Context: an optimization exercise on an open-source flow, tuned for a short achievable clock period and few clock cycles per item. The choices shown serve that exercise and are no tape-out recipe. The RTL was checked by simulation tests, not by an equivalence proof against the original design. Power figures rest on the tool's default switching activity, not on a simulated workload.

Setup of the reference run:
## qse_pacer
module qse_pacer (
    input  wire        clk,
    input  wire        rst,                
    input  wire [31:0] cfg_sample_rate,
    input  wire [31:0] cfg_carrier_freq,
    input  wire [31:0] cfg_bit_rate,
    input  wire [31:0] cfg_packet_size,
    input  wire [31:0] cfg_unit_size,
    input  wire [31:0] cfg_image_len,
    input  wire [31:0] cfg_strategy,
    input  wire [31:0] cfg_app_start,
    input  wire [31:0] cfg_sector_count,
    input  wire [31:0] cfg_pause_short_us,
    input  wire [31:0] cfg_pause_erase_us,
    input  wire [31:0] cfg_intro_us,
    input  wire [31:0] cfg_outro_us,
    input  wire        sect_we,
    input  wire [3:0]  sect_idx,
    input  wire [31:0] sect_data,
    input  wire        cmd_valid,
    output wire        cmd_ready,
    input  wire [1:0]  cmd_op,
    output reg         rsp_valid,
    output reg  [3:0]  rsp_err,
    output reg  [2:0]  rsp_kind,
    output reg  [31:0] rsp_addr,
    output reg  [47:0] rsp_nsym,
    output reg  [31:0] rsp_s,
    output reg  [31:0] rsp_p
);
    localparam [2:0] K_INTRO = 3'd1, K_PACKET = 3'd2, K_PAUSE_SHORT = 3'd3,
                     K_PAUSE_ERASE = 3'd4, K_OUTRO = 3'd5;
    reg [31:0] c_ps, c_u, c_len, c_app;
    reg        c_st0, c_sthi, c_scnt_big;
    reg [15:0] smask;            
    integer mi;
    always @(posedge clk) begin
        c_ps       <= cfg_packet_size;
        c_u        <= cfg_unit_size;
        c_len      <= cfg_image_len;
        c_app      <= cfg_app_start;
        c_st0      <= cfg_strategy[0];
        c_sthi     <= cfg_strategy[31:1] != 31'd0;
        c_scnt_big <= cfg_sector_count > 32'd16;
        for (mi = 0; mi < 16; mi = mi + 1)
            smask[mi] <= cfg_strategy[0] && (cfg_sector_count > mi);
    end
    reg        we_r;
    reg [3:0]  wi_r;
    reg [31:0] wd_r;
    reg [31:0] sect [0:15];
    always @(posedge clk) begin
        we_r <= sect_we;
        wi_r <= sect_idx;
        wd_r <= sect_data;
        if (we_r)
            sect[wi_r] <= wd_r;
    end
    wire [31:0] psmu, tgt0;
    qse_add2 u_add_psmu (.clk(clk), .a(c_ps), .b(~c_u), .cin(1'b1), .s(psmu));
    qse_add2 u_add_tgt0 (.clk(clk), .a(c_app), .b(psmu), .cin(1'b0), .s(tgt0));
    wire [41:0] q_intro, q_outro, q_short, q_erase;
  ...
For scale: ~18000 cells after synthesis, about 610 I/O pins.
==> module qse_div, before the edit <==
module qse_div (
    input  wire        clk,
    input  wire        rst,
    input  wire        start,
    input  wire [32:0] n,
    input  wire [32:0] d,
    input  wire [5:0]  ln_i,     
    input  wire [5:0]  ld_i,     
    output reg         done,
    output reg  [32:0] q,
    output wire [32:0] r,
    output reg         dz,       
    output reg         nz        
);
    localparam [1:0] S_K = 2'd0, S_SHIFT = 2'd1, S_ITER = 2'd2, S_FIX = 2'd3;
    reg        busy;
    reg [1:0]  st;
    reg [33:0] pr;               
    reg [32:0] dd, ds;
    reg [6:0]  k;                
    reg [5:0]  ln, ld;
    reg        nar;              
    reg        ph;               
    reg [16:0] lo_r;
    reg        c_r;
    assign r = pr[32:0];
    wire        neg  = nar ? pr[18] : pr[33];
    wire        sub  = ~neg;
    wire [33:0] opx  = {1'b0, ds} ^ {34{sub}};
    wire [19:0] n19  = {pr[18:0], sub} + {opx[18:0], sub};
    wire [18:0] nres = n19[19:1];
    wire [18:0] w_lo = {1'b0, pr[16:0], sub} + {1'b0, opx[16:0], sub};
    wire [17:0] w_hi = {pr[33:17], c_r} + {opx[33:17], c_r};
    wire [33:0] res  = nar ? {pr[33:19], nres} : {w_hi[17:1], lo_r};
    wire        rneg = nar ? nres[18] : w_hi[17];
    wire        full = nar | ph;             
    wire fin = busy && ((st == S_SHIFT && (dz || k[6])) ||
                        (st == S_FIX && (!neg || full)));
    always @(posedge clk) begin
        if (rst) begin
            busy <= 1'b0;
            done <= 1'b0;
        end else if (start) begin
            busy <= 1'b1;
            done <= 1'b0;
        end else if (fin) begin
            busy <= 1'b0;
            done <= 1'b1;
        end
    end
    always @(posedge clk) begin
        lo_r <= w_lo[17:1];
        c_r  <= w_lo[18];
        if (start) begin
            st <= S_K;
            pr <= {1'b0, n};
            dd <= d;
            ln <= ln_i;
            ld <= ld_i;
            ph <= 1'b0;
        end else begin
            case (st)
                S_K: begin
                    k   <= {1'b0, ld} - {1'b0, ln};
                    dz  <= dd == 33'd0;
                    nz  <= pr[32:0] == 33'd0;
                    nar <= ln >= 6'd15;
                    q   <= 33'd0;
                    st  <= S_SHIFT;
                end
                S_SHIFT: begin
                    ds <= dd << k[5:0];
                    st <= S_ITER;
                end
                S_ITER: begin
                    if (busy) begin
                        ph <= ~full;
                        if (full) begin
                            pr <= res;
                            q  <= {q[31:0], ~rneg};
                            ds <= (k == 7'd0) ? dd : ds >> 1;
                            k  <= k - 7'd1;
                            if (k == 7'd0)
                                st <= S_FIX;
                        end
                    end
                end
                default: begin
                    if (busy && neg) begin
                        ph <= ~full;
                        if (full)
                            pr <= res;
                    end
                end
            endcase
        end
    end
endmodule
clock: 8.0 ns
lec_check: 0
cap_margin: 20
core_margin: 2
core_utilization: 40
place_density: 0.6
setup_slack_margin: 5
slew_margin: 20
run.sh (not shown) runs the stock make flow with config.mk's settings and CLKGATE_MAP_FILE= SYNTH_SCRIPT=/design/flow/synth_recipe.tcl, a recipe that flattens the netlist after the stock synthesis.
Testbench counts of the reference run, summed over its fixed seeds: cycles 3,947, commands 1,643.
What the trial run does differently from the reference run at the input level:
--- a/flow/design.v
+++ b/flow/design.v
@@ -319,18 +319,16 @@
     reg [16:0] lo_r;
     reg        c_r;
     assign r = pr[32:0];
-    wire        neg  = nar ? pr[18] : pr[33];
-    wire        sub  = ~neg;
+    wire        sub  = ~pr[33];
     wire [33:0] opx  = {1'b0, ds} ^ {34{sub}};
     wire [19:0] n19  = {pr[18:0], sub} + {opx[18:0], sub};
     wire [18:0] nres = n19[19:1];
     wire [18:0] w_lo = {1'b0, pr[16:0], sub} + {1'b0, opx[16:0], sub};
     wire [17:0] w_hi = {pr[33:17], c_r} + {opx[33:17], c_r};
-    wire [33:0] res  = nar ? {pr[33:19], nres} : {w_hi[17:1], lo_r};
-    wire        rneg = nar ? nres[18] : w_hi[17];
+    wire [33:0] res  = nar ? {{15{nres[18]}}, nres} : {w_hi[17:1], lo_r};
     wire        full = nar | ph;             
     wire fin = busy && ((st == S_SHIFT && (dz || k[6])) ||
-                        (st == S_FIX && (!neg || full)));
+                        (st == S_FIX && (!pr[33] || full)));
     always @(posedge clk) begin
         if (rst) begin
             busy <= 1'b0;
@@ -372,7 +370,7 @@
                         ph <= ~full;
                         if (full) begin
                             pr <= res;
-                            q  <= {q[31:0], ~rneg};
+                            q  <= {q[31:0], ~res[33]};
                             ds <= (k == 7'd0) ? dd : ds >> 1;
                             k  <= k - 7'd1;
                             if (k == 7'd0)
@@ -381,7 +379,7 @@
                     end
                 end
                 default: begin
-                    if (busy && neg) begin
+                    if (busy && pr[33]) begin
                         ph <= ~full;
                         if (full)
                             pr <= res;
==> notes.md <==
Delta (the trial run minus the reference run): non-clock inverter instance count of the final layout went up; via count lost 1108; largest net degree at the start of global routing rose 2.8%; part of the Yosys area used for sequential elements shows no meaningful change. Taking the reference run as the reference point, the number of ordinary and repair buffers in the finished layout of the trial run falls by 125. The reference run has higher post-route total power than the trial run. On mapped cell area, the reference run and the trial run are basically level. Number of nets in the layout: the reference run vs the trial run, no meaningful difference. Lower share of total power in sequential cells was reported by the reference run, not the trial run. The reference run → the trial run: worst-skew pair later-pin latency roughly the same; global-route wire length before repair now smaller; peak clock frequency supported by timing went up. Looking at worst hold slack across both flows, the trial run is the weaker of the two, with the reference run ahead. Looking at count of cells along the worst register-to-register path, the trial run sits below the reference run.
Testbench counts of the trial run, summed over its fixed seeds: cycles 3,947, commands 1,643.

separate check: timing with driven ports:
In the flow no input, the clock included, has a driving cell. The finished layouts below were timed again as built, in two steps. Step 1 assumes that a clkbuf_16 drives the clock port and a buf_2 every other input. Step 2, shift: input delay + t, output delay - t, t = (earliest + latest rising clock arrival at the registers) / 2. This alone moves slack from input paths to output paths. Three values: ideal ports, drivers, drivers and shift; two values: the first two.
run	t, ns	slack for setup (ns)	hold slack, ns
the reference run	1.131	4.321 / 4.321 / 3.926	0.296 / 0.296 / 0.296
the trial run	1.135	4.522 / 4.522 / 3.753	0.284 / 0.284 / 0.284
After both steps setup and hold are still met in every run listed. For the trial run, which loses most, drivers alone change the setup slack by 0.000 ns; drivers and shift together by -0.769 ns.
